What follows belongs to an exercise in optimizing a design on an open flow for a short achievable clock period and few clock cycles; a production flow would make more cautious choices. RTL that was checked went through simulation tests only; none was proved equivalent to the original. No driver is modelled on the clock port, so clock power and skew are understated where the tree is cut down; a real chip needs a root buffer or a tree. Power figures rest on the tool's default switching activity, not on a simulated workload.

main:
Design ssq_symdec, start of the top module:
module ssq_symdec (
    input  wire        clk,
    input  wire        rst,
    input  wire        in_valid,
    output wire        in_ready,
    input  wire [7:0]  in_data,
    input  wire        in_last,
    output reg         out_valid,
    input  wire        out_ready,
    output reg  [7:0]  out_data,
    output reg         out_last,
    output reg  [1:0]  out_err,
    output reg  [15:0] out_err_pos,
    output reg  [7:0]  out_err_val,
    output reg  [2:0]  out_pad
);
    localparam ERR_NONE = 2'd0;
    localparam ERR_SDEC = 2'd1;
    localparam ERR_CDEC = 2'd2;
    localparam EV_NONE  = 2'd0;
    localparam EV_SDEC  = 2'd1;   
    localparam EV_CEND  = 2'd2;   
    localparam EV_CNEXT = 2'd3;   
    localparam DEPTH  = 12;       
    localparam RDEPTH = 4;        
    localparam RS     = DEPTH + 1;
    localparam RQS    = RDEPTH + 1;
    localparam IW    = 13;        
    localparam RW    = 26;        
    reg        in_ready_r;  
    reg        ir_n;        
    reg        c_v;
    reg [7:0]  c_data;
    reg        c_last;
    assign in_ready = in_ready_r;
    always @(posedge clk) begin
        c_v    <= in_valid && !ir_n && !rst;
        c_data <= in_data;
        c_last <= in_last;
    end
    wire [5:0] cls;         
    assign cls[0] = (c_data == 8'h2A);
    assign cls[1] = (c_data == 8'h25);
    assign cls[2] = (c_data == 8'h24);
    assign cls[3] = (c_data == 8'h23);
    assign cls[4] = (c_data == 8'h21);
    assign cls[5] = (c_data == 8'h26);
    reg [44:0] wn;
    reg [4:0]  pf_full;     
  ...
clock: 5.0 ns
lec_check: 0
cap_margin: 20
core_margin: 2
core_utilization: 55
setup_slack_margin: 3.4
slew_margin: 20
standard.sh (not shown) runs the stock make flow with config.mk's settings and CLKGATE_MAP_FILE= SYNTH_SCRIPT=/design/flow/synth_recipe.tcl, a recipe that flattens the netlist after the stock synthesis.
==> flow/flow/run.sh <==
#!/bin/bash
# Standard layout, except that:
#  - the port buffers are buf_4 (the resizer sizes them later), and
#  - the clock tree is built by flow/tree.tcl (a two-level tree of clkbuf_16)
#    in place of clock_tree_synthesis.
# Each step's output goes to a log file of its own in this folder.
set -euo pipefail
here=$(pwd)
ports="BUFFER_PORTS_ARGS=-buffer_cell sky130_fd_sc_hd__buf_4"

bash standard.sh synth > log_1_synth.txt 2>&1
bash standard.sh "$ports" place > log_2_place.txt 2>&1

# ORFS's scripts with cts.tcl swapped for ours, used for the CTS step only
rm -rf "$here/cts_scripts"
cp -r "$FLOW_HOME/scripts" "$here/cts_scripts"
cp "$here/flow/cts.tcl" "$here/cts_scripts/cts.tcl"
FLOW_TREE_TCL="$here/flow/tree.tcl" bash standard.sh "$ports" do-4_1_cts do-4_cts \
  SCRIPTS_DIR="$here/cts_scripts" > log_3_cts.txt 2>&1

bash standard.sh "$ports" finish > log_4_finish.txt 2>&1
Other scripts of this flow, unchanged in this note and not shown: flow/flow/cts.tcl, flow/flow/tree.tcl
Here is what was changed in the inputs of the feature branch compared with main.
-- flow/design.v --
<<< main, line 326
            if (f_wp[j])
                fq[j] <= q3_item;
        h <= ({IW{from_m}} & f_out) | ({IW{to_h}} & q3_item) | ({IW{!from_m && !to_h}} & h);
        if (rst) begin
            f_wp   <= {{(RS-1){1'b0}}, 1'b1};
>>> the feature branch, line 326
            if (f_wp[j])
                fq[j] <= q3_item;
        if (from_m)
            h <= f_out;
        else if (to_h)
            h <= q3_item;
        if (rst) begin
            f_wp   <= {{(RS-1){1'b0}}, 1'b1};
==> run notes <==
- Portion of total power attributed to the clock network (lower): main
- Going from main to the feature branch, global-route usage decreased 0.94 points; clock-net power saw little to no change; number of global-route vias before repair has decreased.
- Going from main to the feature branch, height of the die stayed essentially flat, total power fell by about 0.9%, count of flip-flops and latches stayed essentially flat, number of gates given a new drive strength after cts rose by 15, proportion of layout cells with a drive suffix above 1 fell by 4.0 points.
- Compared to main, the feature branch has final clock period utilization by the worst path 1.5 points lower.
- Re share of total power in combinational logic: main and the feature branch aren't equal, and the lower value belongs to the feature branch.
- Looking only at final routed wirelength across all metal layers, and setting everything else aside, the higher value of main and the feature branch goes to main.
- The feature branch against main: number of tap cells added at floorplan went up; core area ~0 delta.
Testbench counts of the feature branch, summed over its fixed seeds: cycles 69,251.
The RTL of main was laid out without a check of its function. No run of this note takes its clock network from TritonCTS; it comes from the design's own scripts or RTL.


Another version of the RTL of ssq_symdec (not shown whole).
For scale: about 880 flip-flops, roughly 53 I/O pins, ~31000 um2 of cells after synthesis.
Settings: LEC_CHECK=0, CAP_MARGIN=20, CORE_MARGIN=2, CORE_UTILIZATION=55, SETUP_SLACK_MARGIN=3.4, SLEW_MARGIN=20; clock period 5.0 ns.
Scripts as last shown in full above: flow/flow/run.sh
Other scripts of this flow, unchanged in this note and not shown: flow/flow/cts.tcl, flow/flow/tree.tcl
Testbench counts at the start, summed over its fixed seeds: cycles 69,251.
==> next run, changes <==
--- a/flow/design.v
+++ b/flow/design.v
@@ -18,17 +18,17 @@
     localparam ERR_SDEC = 2'd1;
     localparam ERR_CDEC = 2'd2;
     localparam EV_NONE  = 2'd0;
     localparam EV_SDEC  = 2'd1;   
     localparam EV_CEND  = 2'd2;   
     localparam EV_CNEXT = 2'd3;   
     localparam DEPTH  = 12;       
     localparam RDEPTH = 4;        
-    localparam RS     = DEPTH + 1;
+    localparam RS     = DEPTH + 2;
     localparam RQS    = RDEPTH + 1;
     localparam IW    = 13;        
     localparam RW    = 26;        
     reg        in_ready_r;  
     reg        ir_n;        
     reg        c_v;
     reg [7:0]  c_data;
     reg        c_last;
@@ -300,60 +300,43 @@
             q2_rec_v <= q_rec_v;
             q3_v     <= q2_v;
             q3_rec_v <= q2_rec_v;
         end
     end
     reg [IW-1:0]    fq [0:RS-1];
     reg [RS-1:0]    f_wp;       
     reg [RS-1:0]    f_rp;       
-    reg [DEPTH:0]   f_tot;      
-    reg             pop_d;      
-    reg [DEPTH-1:0] f_mcnt;     
-    reg [IW-1:0]    h;          
-    reg             hv;
+    reg [DEPTH:0]   f_cnt;      
     wire            pop;
-    wire f_mempty = !f_mcnt[0];
-    wire to_h   = q3_v && f_mempty && (!hv || pop);
-    wire to_m   = q3_v && !to_h;
-    wire from_m = pop && !f_mempty;
-    reg [IW-1:0] f_out;         
+    wire hv = f_cnt[0];
+    reg [IW-1:0] h;             
     integer j;
     always @(*) begin
-        f_out = {IW{1'b0}};
+        h = {IW{1'b0}};
         for (j = 0; j < RS; j = j + 1)
-            f_out = f_out | (fq[j] & {IW{f_rp[j]}});
+            h = h | (fq[j] & {IW{f_rp[j]}});
     end
     always @(posedge clk) begin
         for (j = 0; j < RS; j = j + 1)
             if (f_wp[j])
                 fq[j] <= q3_item;
-        h <= ({IW{from_m}} & f_out) | ({IW{to_h}} & q3_item) | ({IW{!from_m && !to_h}} & h);
         if (rst) begin
-            f_wp   <= {{(RS-1){1'b0}}, 1'b1};
-            f_rp   <= {{(RS-1){1'b0}}, 1'b1};
-            f_tot  <= {(DEPTH+1){1'b0}};
-            f_mcnt <= {DEPTH{1'b0}};
-            pop_d  <= 1'b0;
-            hv     <= 1'b0;
+            f_wp  <= {{(RS-1){1'b0}}, 1'b1};
+            f_rp  <= {{(RS-1){1'b0}}, 1'b1};
+            f_cnt <= {(DEPTH+1){1'b0}};
         end else begin
-            if (to_m)
+            if (q3_v)
                 f_wp <= {f_wp[RS-2:0], f_wp[RS-1]};
-            if (from_m)
+            if (pop)
                 f_rp <= {f_rp[RS-2:0], f_rp[RS-1]};
-            pop_d <= pop;
-            if (to_m && !from_m)
-                f_mcnt <= {f_mcnt[DEPTH-2:0], 1'b1};
-            else if (from_m && !to_m)
-                f_mcnt <= {1'b0, f_mcnt[DEPTH-1:1]};
-            if (q3_v && !pop_d)
-                f_tot <= {f_tot[DEPTH-1:0], 1'b1};
-            else if (pop_d && !q3_v)
-                f_tot <= {1'b0, f_tot[DEPTH:1]};
-            hv <= pop ? (!f_mempty || q3_v) : (hv || q3_v);
+            if (q3_v && !pop)
+                f_cnt <= {f_cnt[DEPTH-1:0], 1'b1};
+            else if (pop && !q3_v)
+                f_cnt <= {1'b0, f_cnt[DEPTH:1]};
         end
     end
     reg [RW-1:0]     rq [0:RQS-1];
     reg [RQS-1:0]    rq_wp;     
     reg [RQS-1:0]    rq_rp;     
     reg [RW-1:0]     r_head;    
     wire             emit_end;
     reg [RW-1:0] r_cur;
@@ -392,18 +375,18 @@
         else
             msgs <= msgs_n;
     end
     always @(posedge clk) begin
         if (rst) begin
             in_ready_r <= 1'b1;
             ir_n       <= 1'b0;
         end else begin
-            in_ready_r <= !f_tot[DEPTH + 1 - 8] && !msgs_n[RDEPTH - 2];
-            ir_n       <= f_tot[DEPTH + 1 - 8] || msgs_n[RDEPTH - 2];
+            in_ready_r <= !f_cnt[DEPTH + 1 - 8] && !msgs_n[RDEPTH - 2];
+            ir_n       <= f_cnt[DEPTH + 1 - 8] || msgs_n[RDEPTH - 2];
         end
     end
     wire [1:0]  h_n    = h[12:11];
     wire [9:0]  h_bits = h[10:1];
     wire        h_end  = h[0];
     reg [16:0] acc;         
     reg [7:0]  pr;          
     reg [2:0]  pq;          
The new run passed the timing, design-rule and antenna checks.
Register-to-register slack gets worse by 220 ps.
Worst hold slack is better by 11 ps.
Via count hardly moves.
Fmax is lower by a little under a tenth.
Combinational power rises by about a fifth.
Global-route usage climbs by 1.2 points.
Flip-flop and latch count decreases by 13.
Clock skew is higher by 7.9 ps.
Final area increases slightly.
Routed wire length grows by a few percent.
Die area is lower slightly.
Core utilization climbs by 1.3 points.
Worst setup slack got worse by 150 ps.
First-iteration DRC count grows slightly.
Function not checked in the second run of this note: the RTL went through the layout flow alone. No run of this note takes its clock network from TritonCTS; it comes from the design's own scripts or RTL.


P:
Starting RTL as in the previous note.
// ssq_symdec
module ssq_symdec (
    input  wire        clk,
    input  wire        rst,
    input  wire        in_valid,
    output wire        in_ready,
    input  wire [7:0]  in_data,
    input  wire        in_last,
    output reg         out_valid,
    input  wire        out_ready,
    output reg  [7:0]  out_data,
    output reg         out_last,
    output reg  [1:0]  out_err,
    output reg  [15:0] out_err_pos,
    output reg  [7:0]  out_err_val,
    output reg  [2:0]  out_pad
);
    localparam ERR_NONE = 2'd0;
    localparam ERR_SDEC = 2'd1;
    localparam ERR_CDEC = 2'd2;
    localparam EV_NONE  = 2'd0;
    localparam EV_SDEC  = 2'd1;   
    localparam EV_CEND  = 2'd2;   
    localparam EV_CNEXT = 2'd3;   
    localparam DEPTH  = 12;       
    localparam RDEPTH = 4;        
    localparam RS     = DEPTH + 1;
    localparam RQS    = RDEPTH + 1;
    localparam IW    = 13;        
    localparam RW    = 26;        
    reg        in_ready_r;  
    reg        ir_n;        
    reg        c_v;
    reg [7:0]  c_data;
  ...
clock: 5.0 ns
lec_check: 0
cap_margin: 20
core_margin: 2
core_utilization: 55
setup_slack_margin: 3.4
slew_margin: 20
==> flow/flow/run.sh <==
#!/bin/bash
# Standard layout, except that:
#  - the port buffers are buf_4 (the resizer sizes them later), and
#  - the clock tree is built by flow/tree.tcl (a two-level tree of clkinv_16)
#    in place of clock_tree_synthesis.
# Each step's output goes to a log file of its own in this folder.
set -euo pipefail
here=$(pwd)
ports="BUFFER_PORTS_ARGS=-buffer_cell sky130_fd_sc_hd__buf_4"

bash standard.sh synth > log_1_synth.txt 2>&1
bash standard.sh "$ports" place > log_2_place.txt 2>&1

# ORFS's scripts with cts.tcl swapped for ours, used for the CTS step only
rm -rf "$here/cts_scripts"
cp -r "$FLOW_HOME/scripts" "$here/cts_scripts"
cp "$here/flow/cts.tcl" "$here/cts_scripts/cts.tcl"
FLOW_TREE_TCL="$here/flow/tree.tcl" bash standard.sh "$ports" do-4_1_cts do-4_cts \
  SCRIPTS_DIR="$here/cts_scripts" > log_3_cts.txt 2>&1

bash standard.sh "$ports" finish > log_4_finish.txt 2>&1
Other scripts of this flow, unchanged in this note and not shown: flow/flow/cts.tcl, flow/flow/tree.tcl
P ran to completion and came out clean on the timing, design-rule and antenna checks.
Testbench counts of P, summed over its fixed seeds: cycles 69,251.
Setup changes, P to Q
diff --git a/flow/design.v b/flow/design.v
--- a/flow/design.v
+++ b/flow/design.v
@@ -18,15 +18,15 @@
     localparam ERR_SDEC = 2'd1;
     localparam ERR_CDEC = 2'd2;
     localparam EV_NONE  = 2'd0;
     localparam EV_SDEC  = 2'd1;   
     localparam EV_CEND  = 2'd2;   
     localparam EV_CNEXT = 2'd3;   
     localparam DEPTH  = 12;       
-    localparam RDEPTH = 4;        
+    localparam RDEPTH = 5;        
     localparam RS     = DEPTH + 1;
     localparam RQS    = RDEPTH + 1;
     localparam IW    = 13;        
     localparam RW    = 26;        
     reg        in_ready_r;  
     reg        ir_n;        
     reg        c_v;
@@ -388,21 +388,24 @@
                                (msg_out && !msg_in) ? {1'b0, msgs[RDEPTH-1:1]} : msgs;
     always @(posedge clk) begin
         if (rst)
             msgs <= {RDEPTH{1'b0}};
         else
             msgs <= msgs_n;
     end
+    reg ir_pre;
     always @(posedge clk) begin
         if (rst) begin
+            ir_pre     <= 1'b1;
             in_ready_r <= 1'b1;
             ir_n       <= 1'b0;
         end else begin
-            in_ready_r <= !f_tot[DEPTH + 1 - 8] && !msgs_n[RDEPTH - 2];
-            ir_n       <= f_tot[DEPTH + 1 - 8] || msgs_n[RDEPTH - 2];
+            ir_pre     <= !f_tot[DEPTH + 1 - 9] && !msgs_n[RDEPTH - 3];
+            in_ready_r <= ir_pre;
+            ir_n       <= !ir_pre;
         end
     end
     wire [1:0]  h_n    = h[12:11];
     wire [9:0]  h_bits = h[10:1];
     wire        h_end  = h[0];
     reg [16:0] acc;         
     reg [7:0]  pr;          
[summary]
On power in combinational cells: between P and Q, it ends up higher for P.
[Q] cell count along the critical path rose 9 relative to P
Q: no failed stages, no open violations at the end
Q vs. P: total chip power has increased, transition time at the pin with the least slew margin has remained practically unchanged, routing usage on met3 has increased.
Testbench counts of Q, summed over its fixed seeds: cycles 69,251.
No run of this note takes its clock network from TritonCTS; it comes from the design's own scripts or RTL.

-- separate check: timing with driven ports --
Ports are ideal in the flow. The routed layouts listed here were re-timed in OpenROAD.
Step 1 sets driving cells, clkbuf_16 on the clock port and buf_2 on the other inputs (assumed; they add their load-dependent delay and slew).
Step 2 times the ports against the registers' clock, not the clock port: input delays grow and output delays shrink by t, the midpoint of the rising clock arrivals with the driver on.
a / b / c = ideal / step 1 / step 2; a / b = the first two.
run	shift t [ns]	setup slack, ns	clock arrival spread, ns
main	0.524	2.983 / 2.977 / 2.828	0.041 / 0.041
the feature branch	0.522	3.057 / 3.001 / 2.951	0.041 / 0.041
the first run of note 2	0.519	3.103 / 2.977 / 2.981	0.038 / 0.038
the second run of note 2	0.532	2.950 / 2.950 / 2.940	0.037 / 0.037
P	0.549	3.163 / 2.913 / 2.985	0.035 / 0.036
Q	0.550	3.186 / 2.986 / 2.973	0.050 / 0.051
After both steps setup and hold are still met in every run listed. For Q, which loses most, drivers alone change the setup slack by -0.200 ns; drivers and shift together by -0.213 ns.
